This is an optimization exercise on Yosys and OpenROAD, whose aim is small area, not a production implementation.
Where RTL was checked, it was by simulation tests only, not by an equivalence proof against the original.
Power and IR drop assume default switching activity.

==> build 34: inputs <==
==> flow/design.v (excerpt) <==
module ow_master (
    input  wire        clk,
    input  wire        rst,
    input  wire        cmd_valid,
    output wire        cmd_ready,
    input  wire [31:0] cmd,
    output reg         done,
    output wire [7:0]  status,
    output reg  [7:0]  result,
    output wire        faulted,
    output wire [7:0]  fault_reason,
    output wire        ev_valid,
    input  wire        ev_ready,
    output wire [2:0]  ev_kind,
    output wire [1:0]  ev_pin,
    output wire [8:0]  ev_arg,
    input  wire        smp_level,
    output reg  [63:0] prev_rom,
    output reg  [6:0]  last_disc,
    output reg         last_dev,
    output reg  [2:0]  dev_count,
    input  wire [1:0]  dl_idx,
    output wire [63:0] dl_rom,
    output wire [1:0]  dl_pin,
    output reg  [63:0] rx_rom
);
export LEC_CHECK = 0
export CAP_MARGIN = 20
export CORE_MARGIN = 2
export CORE_UTILIZATION = 60
export SLEW_MARGIN = 20
create_clock -name core_clock -period 10.0 [get_ports {clk}]
standard.sh (not shown) runs the stock make flow with config.mk's settings and CLKGATE_MAP_FILE= SYNTH_SCRIPT=/design/flow/synth_recipe.tcl, a recipe that flattens the netlist after the stock synthesis.
==> flow/flow/run.sh <==
#!/bin/bash
# Layout flow: the standard ORFS flow (standard.sh) with three changes:
# - synthesis maps the logic with an area-oriented ABC script
#   (flow/abc_area_nf.script) instead of ORFS's delay-oriented one; the
#   registers are mapped before ABC runs, so they are the same as the
#   standard synthesis's;
# - the port buffers are the smallest buffer (buf_1);
# - clock tree synthesis uses clkbuf_8 buffers and no dummy loads.
set -euo pipefail
here=$(pwd)
{
  echo 'proc synth {args} { yosys synth -nofsm -noshare {*}$args }'
  echo "proc abc {args} { set i [lsearch \$args -script]; lset args [expr {\$i+1}] $here/flow/abc_area_nf.script; yosys abc {*}\$args }"
  tail -n +2 synth_recipe.tcl
} > synth_area.tcl
bash standard.sh \
  SYNTH_SCRIPT="$here/synth_area.tcl" \
  BUFFER_PORTS_ARGS="-buffer_cell sky130_fd_sc_hd__buf_1" \
  CTS_ARGS="-sink_clustering_enable -repair_clock_nets -dont_use_dummy_load -buf_list sky130_fd_sc_hd__clkbuf_8 -sink_clustering_size 16 -sink_clustering_max_diameter 60" \
  finish > make_finish.log 2>&1
==> flow/flow/abc_area_nf.script <==
&get -n
&st
&dch
&nf -R 1000
&put
==> build 22 (differences from build 34) <==
--- a/flow/flow/run.sh
+++ b/flow/flow/run.sh
@@ -17,4 +17,4 @@
   SYNTH_SCRIPT="$here/synth_area.tcl" \
   BUFFER_PORTS_ARGS="-buffer_cell sky130_fd_sc_hd__buf_1" \
-  CTS_ARGS="-sink_clustering_enable -repair_clock_nets -dont_use_dummy_load -buf_list sky130_fd_sc_hd__clkbuf_8 -sink_clustering_size 16 -sink_clustering_max_diameter 60" \
+  CTS_ARGS="-sink_clustering_enable -repair_clock_nets -dont_use_dummy_load -buf_list sky130_fd_sc_hd__clkbuf_4 -sink_clustering_size 10 -sink_clustering_max_diameter 40" \
   finish > make_finish.log 2>&1
Settings changed: CORE_UTILIZATION 60 to 40.
==> comparison <==
- Of build 22 and build 34, build 34 has the higher first-iteration DRC count (gap 25%, measured against build 34).
- Core utilization: build 22 is lower than build 34 (23 points).
- Flip-flop and latch count is the same in build 34 and build 22.
- In build 22 the global-route usage is lower than in build 34, by 7.7 points.
- Sequential power is about the same in build 34 and build 22.
- Die area: build 34 is smaller than build 22 (about 33%).
- Clock skew: build 22 is higher than build 34 (0.063 ns).
==> figures <==
item	build 34	build 22
Final critical-path required period	6.58 ns	6.70 ns
Critical path depth in cells	16	17
Final Net Count	2,238	2,279
Leakage	7.94 nW	8.03 nW
Clock transition at path regs	0.09 ns	0.10 ns
Peak Freq	152 MHz	149 MHz
Routed wire length	54,300 um	60,100 um
Final HPWL DP	36,400 um	40,000 um
Power Total	3.59 mW	3.68 mW
Transition time at the pin with the least slew margin	1.07 ns	1.11 ns
Relative area change from synthesis to final layout	11.6%	13.2%
Worst hold path endpoint	bk[30]$_DFF_P_	bk[6]$_DFF_P_
Die W	192 um	234 um
Status	finished clean	finished clean
Hold slack	0.333 ns	0.288 ns


==> inputs of job 8457 <==
Another version of the RTL of ow_master (not shown whole).
clock: 10.0 ns
lec_check: 0
cap_margin: 20
core_margin: 2
core_utilization: 40
slew_margin: 20
==> flow/flow/run.sh <==
#!/bin/bash
# Layout flow: the standard ORFS flow (standard.sh) with three changes:
# - synthesis maps the logic with an area-oriented ABC script
#   (flow/abc_area_nf.script) instead of ORFS's delay-oriented one; the
#   registers are mapped before ABC runs, so they are the same as the
#   standard synthesis's;
# - the port buffers are the smallest buffer (buf_1);
# - clock tree synthesis uses clkbuf_8 buffers and no dummy loads.
set -euo pipefail
here=$(pwd)
{
  echo 'proc synth {args} { yosys synth -nofsm -noshare {*}$args }'
  echo "proc abc {args} { set i [lsearch \$args -script]; lset args [expr {\$i+1}] $here/flow/abc_area_nf.script; yosys abc {*}\$args }"
  tail -n +2 synth_recipe.tcl
} > synth_area.tcl
bash standard.sh \
  SYNTH_SCRIPT="$here/synth_area.tcl" \
  BUFFER_PORTS_ARGS="-buffer_cell sky130_fd_sc_hd__buf_1" \
  CTS_ARGS="-sink_clustering_enable -repair_clock_nets -dont_use_dummy_load -buf_list sky130_fd_sc_hd__clkbuf_8 -sink_clustering_size 16 -sink_clustering_max_diameter 60" \
  RECOVER_POWER=100 CORE_UTILIZATION=60 \
  finish > make_finish.log 2>&1
Scripts as last shown in full above: flow/flow/abc_area_nf.script
==> job 5152: changes against job 8457 <==
--- a/flow/design.v
+++ b/flow/design.v
@@ -180,15 +180,12 @@
     wire end_fail = (st == S_END) && in_search && (!nz || (crc != 8'd0));
     wire rot      = (st == S_ROT);
     wire ring_en  = sh_pass || rot;
     wire rcrc     = cnt[6] && (cnt[5:3] == 3'd7);
     wire ring_in  = !rot ? dir : rcrc ? crc[0] : bk[0];
     wire bk_en    = ring_en && (cnt[6] || (cnt[5:3] != 3'd7));
-    wire       crc_bit  = (st == S_CRC) ? ob[0] :
-                          (op == OW_READ_ROM[3:0]) ? smp_level : ring_in;
-    wire [7:0] crc_next = crc_step(crc, crc_bit);
     wire       keep   = (op == OW_SEARCH[3:0]) || (prev_rom[7:0] == ob);
     wire [2:0] kept_n = dev_count + {2'd0, keep};
     integer k;
     always @(posedge clk) begin
         if (bk_en)
             bk <= {prev_rom[0], bk[55:1]};
@@ -230,18 +227,18 @@
                     cnt <= cnt - 9'd5;
                 if (b_srch && sub[0])
                     conf <= (idb == smp_level);
                 else
                     idb <= smp_level;
                 case (op)
-                    OW_RESET[3:0], OW_READ_BIT[3:0]:
-                        result <= {7'd0, smp_level ^ !op[1]};
+                    OW_RESET[3:0]:    result <= {7'd0, !smp_level};
+                    OW_READ_BIT[3:0]: result <= {7'd0, smp_level};
                     OW_READ[3:0]:     result <= {smp_level, result[7:1]};
                     OW_READ_ROM[3:0]: begin
                         rx_rom <= {smp_level, rx_rom[63:1]};
-                        crc    <= crc_next;
+                        crc    <= crc_step(crc, smp_level);
                     end
                     default: ;
                 endcase
             end
             case (st)
             S_IDLE: begin
@@ -373,13 +370,13 @@
                                     st   <= S_ROT;
                                 end else begin
                                     sub <= 2'd2;
                                 end
                             end
                             default: begin
-                                crc <= crc_next;
+                                crc <= crc_step(crc, dir);
                                 if (dir)
                                     nz <= 1'b1;
                                 if (conf && !dir)
                                     lz <= cnt_inc;
                                 cnt <= {2'd0, cnt_inc};
                                 sub <= 2'd0;
@@ -442,24 +439,24 @@
                         end
                     end
                 end
             end
             S_ROT: begin
                 cnt <= cnt + 9'd1;
-                crc <= cnt[6] ? crc_next : 8'd0;
+                crc <= cnt[6] ? crc_step(crc, ring_in) : 8'd0;
                 if (cnt[6:0] == 7'd127) begin
                     done <= 1'b1;
                     st   <= S_IDLE;
                 end
             end
             S_CRC: begin
-                crc <= crc_next;
+                crc <= crc_step(crc, ob[0]);
                 ob  <= {ob[0], ob[7:1]};
                 cnt <= cnt + 9'd1;
                 if (cnt[2:0] == 3'd7) begin
-                    result <= crc_next;
+                    result <= crc_step(crc, ob[0]);
                     stat   <= ST_OK;
                     done   <= 1'b1;
                     st     <= S_IDLE;
                 end
             end
             default: st <= S_IDLE;
==> flow/flow/run.sh (replaced) <==
#!/bin/bash
# Layout flow: the standard ORFS flow (standard.sh) with three changes:
# - synthesis maps the logic with an area-oriented ABC script
#   (flow/abc_area_nf.script) instead of ORFS's delay-oriented one; the
#   registers are mapped before ABC runs, so they are the same as the
#   standard synthesis's;
# - the port buffers are the smallest buffer (buf_1);
# - clock tree synthesis uses clkbuf_16 buffers and no dummy loads.
set -euo pipefail
here=$(pwd)
{
  echo 'proc synth {args} { yosys synth -nofsm -noshare {*}$args }'
  echo "proc abc {args} { set i [lsearch \$args -script]; lset args [expr {\$i+1}] $here/flow/abc_area_nf.script; yosys abc {*}\$args }"
  tail -n +2 synth_recipe.tcl
} > synth_area.tcl
bash standard.sh \
  SYNTH_SCRIPT="$here/synth_area.tcl" \
  BUFFER_PORTS_ARGS="-buffer_cell sky130_fd_sc_hd__buf_1" \
  CTS_ARGS="-sink_clustering_enable -repair_clock_nets -dont_use_dummy_load -buf_list sky130_fd_sc_hd__clkbuf_16 -sink_clustering_size 30 -sink_clustering_max_diameter 100" \
  finish > make_finish.log 2>&1
==> job 9601: changes against job 8457 <==
--- a/flow/design.v
+++ b/flow/design.v
@@ -81,12 +81,13 @@
     reg  [7:0]  crc;
     reg  [6:0]  lz;           
     reg         nz;           
     reg         idb;          
     reg         conf;         
     reg  [55:0] bk;           
+    reg  [5:0]  bph;          
     reg  [3:0]  stat;         
     reg  [3:0]  fr;
     reg  [3:0]  pin_mode;     
     reg  [63:0] dl_m  [0:3];
     reg  [1:0]  dlp_m [0:3];
     assign status       = {4'd0, stat};
@@ -160,41 +161,43 @@
             default:              hbit = ob[0];
         endcase
     end
     wire rs    = (st == S_RST);
     wire wr    = (st == S_HDR) || b_match || (b_srch && sub[1]);
     wire wbit  = (st == S_HDR) ? hbit : is_match ? mbit : dir;
-    assign ev_valid = (st == S_CFG) || (st == S_RST) || (st == S_HDR) || (st == S_BODY);
+    assign ev_valid = (st == S_CFG) || (st == S_RST) || (st == S_HDR) ||
+                      ((st == S_BODY) && !(in_search && sub == 2'd3));
     assign ev_pin   = pin;
     ow_slot u_slot (
         .ph      (ph),
         .rs      (rs),
         .wr      (wr),
         .wbit    (wbit),
         .pad     (cnt),
         .ev_kind (ev_kind),
         .ev_arg  (ev_arg)
     );
     wire fire     = ev_valid && ev_ready;
     wire slot_end = fire && ((ph == 3'd5) || (ph == 3'd3 && wr));
-    wire sh_pass  = slot_end && b_srch && (sub == 2'd2);
+    wire ph_ok    = (cnt[5:3] == 3'd7) || (bph == cnt[5:0]);
+    wire sh_pass  = b_srch && (sub == 2'd3) && ph_ok;
     wire end_fail = (st == S_END) && in_search && (!nz || (crc != 8'd0));
     wire rot      = (st == S_ROT);
-    wire ring_en  = sh_pass || rot;
+    wire rot_sh   = rot && ph_ok && (cnt[6] || (cnt[5:3] != 3'd7));
+    wire ring_en  = sh_pass || rot_sh;
     wire rcrc     = cnt[6] && (cnt[5:3] == 3'd7);
     wire ring_in  = !rot ? dir : rcrc ? crc[0] : bk[0];
-    wire bk_en    = ring_en && (cnt[6] || (cnt[5:3] != 3'd7));
+    wire bk_wr    = ring_en && !cnt[6] && (cnt[5:3] != 3'd7);
     wire       crc_bit  = (st == S_CRC) ? ob[0] :
                           (op == OW_READ_ROM[3:0]) ? smp_level : ring_in;
     wire [7:0] crc_next = crc_step(crc, crc_bit);
     wire       keep   = (op == OW_SEARCH[3:0]) || (prev_rom[7:0] == ob);
     wire [2:0] kept_n = dev_count + {2'd0, keep};
     integer k;
     always @(posedge clk) begin
-        if (bk_en)
-            bk <= {prev_rom[0], bk[55:1]};
+        bk <= {bk_wr ? prev_rom[0] : bk[0], bk[55:1]};
         for (k = 0; k < 4; k = k + 1) begin
             if ((sh_pass && in_list && dev_count[1:0] == k) ||
                 (slot_end && b_match && sub == k))
                 dl_m[k] <= {in_list ? dir : dl_m[k][0], dl_m[k][63:1]};
         end
         if (st == S_END && in_list && !end_fail && !stat[2] && keep)
@@ -210,13 +213,15 @@
             pin_mode  <= 4'd0;
             prev_rom  <= 64'd0;
             last_disc <= 7'd0;
             last_dev  <= 1'b0;
             dev_count <= 3'd0;
             rx_rom    <= 64'd0;
+            bph       <= 6'd0;
         end else begin
+            bph <= (bph == 6'd55) ? 6'd0 : bph + 6'd1;
             done <= 1'b0;
             if (ring_en)
                 prev_rom <= {ring_in, prev_rom[63:1]};
             if (fire) begin
                 case (ph)
                     3'd3: ph <= wr ? 3'd0 : 3'd4;
@@ -358,12 +363,23 @@
                             st  <= S_BODY;
                         end
                     end
                 end
             end
             S_BODY: begin
+                if (sh_pass) begin
+                    crc <= crc_next;
+                    if (dir)
+                        nz <= 1'b1;
+                    if (conf && !dir)
+                        lz <= cnt_inc;
+                    cnt <= {2'd0, cnt_inc};
+                    sub <= 2'd0;
+                    if (cnt[5:0] == 6'd63)
+                        st <= S_END;
+                end
                 if (slot_end) begin
                     if (in_search) begin
                         case (sub)
                             2'd0: sub <= 2'd1;
                             2'd1: begin
                                 if (conf && idb) begin
@@ -372,23 +388,13 @@
                                     stat <= ST_NO_DEVICE;
                                     st   <= S_ROT;
                                 end else begin
                                     sub <= 2'd2;
                                 end
                             end
-                            default: begin
-                                crc <= crc_next;
-                                if (dir)
-                                    nz <= 1'b1;
-                                if (conf && !dir)
-                                    lz <= cnt_inc;
-                                cnt <= {2'd0, cnt_inc};
-                                sub <= 2'd0;
-                                if (cnt[5:0] == 6'd63)
-                                    st <= S_END;
-                            end
+                            default: sub <= 2'd3;
                         endcase
                     end else begin
                         cnt <= cnt + 9'd1;
                         if (op == OW_READ_BIT[3:0] ||
                             (op == OW_READ[3:0] && cnt[2:0] == 3'd7) ||
                             (is_match && cnt[5:0] == 6'd63)) begin
@@ -441,17 +447,25 @@
                             end
                         end
                     end
                 end
             end
             S_ROT: begin
-                cnt <= cnt + 9'd1;
-                crc <= cnt[6] ? crc_next : 8'd0;
-                if (cnt[6:0] == 7'd127) begin
-                    done <= 1'b1;
-                    st   <= S_IDLE;
+                if (!cnt[6]) begin
+                    crc <= 8'd0;
+                    if (cnt[5:3] == 3'd7 || (ph_ok && cnt[5:0] == 6'd55))
+                        cnt <= 9'd64;
+                    else if (ph_ok)
+                        cnt <= cnt + 9'd1;
+                end else if (ph_ok) begin
+                    crc <= crc_next;
+                    cnt <= cnt + 9'd1;
+                    if (cnt[5:0] == 6'd63) begin
+                        done <= 1'b1;
+                        st   <= S_IDLE;
+                    end
                 end
             end
             S_CRC: begin
                 crc <= crc_next;
                 ob  <= {ob[0], ob[7:1]};
                 cnt <= cnt + 9'd1;
--- a/flow/flow/run.sh
+++ b/flow/flow/run.sh
@@ -13,9 +13,8 @@
   echo "proc abc {args} { set i [lsearch \$args -script]; lset args [expr {\$i+1}] $here/flow/abc_area_nf.script; yosys abc {*}\$args }"
   tail -n +2 synth_recipe.tcl
 } > synth_area.tcl
 bash standard.sh \
   SYNTH_SCRIPT="$here/synth_area.tcl" \
   BUFFER_PORTS_ARGS="-buffer_cell sky130_fd_sc_hd__buf_1" \
-  CTS_ARGS="-sink_clustering_enable -repair_clock_nets -dont_use_dummy_load -buf_list sky130_fd_sc_hd__clkbuf_8 -sink_clustering_size 16 -sink_clustering_max_diameter 60" \
-  RECOVER_POWER=100 CORE_UTILIZATION=60 \
+  CTS_ARGS="-sink_clustering_enable -repair_clock_nets -dont_use_dummy_load -buf_list {sky130_fd_sc_hd__clkbuf_4 sky130_fd_sc_hd__clkbuf_8} -sink_clustering_size 16 -sink_clustering_max_diameter 60" \
   finish > make_finish.log 2>&1
==> comparison table <==
| quantity | job 9601 | job 5152 | job 8457 |
|---|---|---|---|
| Run status | finished clean | finished clean | complete, but fails checks |
| Layout check failures | - | - | max-capacitance violations, max-slew violations |
| Number of cell instances on the worst register-to-register path | 14 | 17 | 11 |
| Time the final worst path needs with I/O delays and setup | 6.46 ns | 7.22 ns | 7.85 ns |
| Iter 0 DRT Violations | 1,479 | 1,661 | 1,897 |
| Share of synthesized area spent on multiplexers | 3.93% | 4.03% | 3.86% |
| Cell seen most often among critical-path stages | o21ai_0 | nor2_1 | clkbuf_1 |
| Total number of sequential cells | 536 | 530 | 530 |
| Die width | 234 um | 235 um | 192 um |
| Parity-gate share of the synthesized area counting xor and xnor cells | 1.49% | 1.43% | 1.07% |
| Clock Network Area Fraction | 2.53% | 2.49% | 2.45% |
| Setup slack on the worst flop-to-flop path | 4.97 ns | 4.79 ns | 2.31 ns |
| Via count | 15,981 | 15,739 | 15,693 |
| Sw power | 0.000864 W | 0.000823 W | 0.000814 W |
| Highest net fanout along the worst path | 10 | 9 | 66 |
| Most common library cell in the layout ignoring fill and taps | nor2_1 | edfxtp_1 | edfxtp_1 |
| Signal buffers share of area | 5.01% | 5.17% | 4.93% |
| Post-DP HPWL | 40.0 mm | 39.6 mm | 35.6 mm |
The RTL of job 5152 was laid out without a check of its function.

[static timing again, ports no longer ideal]
In the flow no input, the clock included, has a driving cell. The finished layouts below were timed again as built, in two steps.
Step 1, drivers: a clkbuf_16 drives clk and a buf_2 each remaining input, both assumed.
Step 2 adds t to the input delays and takes it off the output delays; t is the mean of the earliest and latest rising clock arrival at the registers after step 1. Input paths then give back, and output paths get back, about the clock's delay inside the block.
Slacks: no drivers / after step 1 / after step 2; pairs: no drivers / after step 1.
run | shift t [ns] | setup WS [ns] | hold WS [ns] | slew at the worst register clock pin (ns) | worst slew at a driven data input, ns
build 34 | 0.616 | 3.416 / 3.362 / 3.804 | 0.333 / 0.333 / 0.333 | 0.10 / 0.10 | 0.06
build 22 | 0.838 | 3.303 / 3.247 / 3.844 | 0.288 / 0.288 / 0.288 | 0.11 / 0.11 | 0.04
job 8457 | 0.623 | 2.149 / 2.127 / 1.730 | 0.421 / 0.421 / 0.421 | 0.10 / 0.10 | 0.05
job 5152 | 0.627 | 2.781 / 2.717 / 3.344 | 0.414 / 0.414 / 0.414 | 0.11 / 0.11 | 0.06
job 9601 | 0.678 | 3.540 / 3.479 / 3.889 | 0.308 / 0.308 / 0.308 | 0.10 / 0.10 | 0.04
The setup slack of job 8457, which loses most, moves by -0.022 ns with the drivers and by -0.419 ns with both steps.
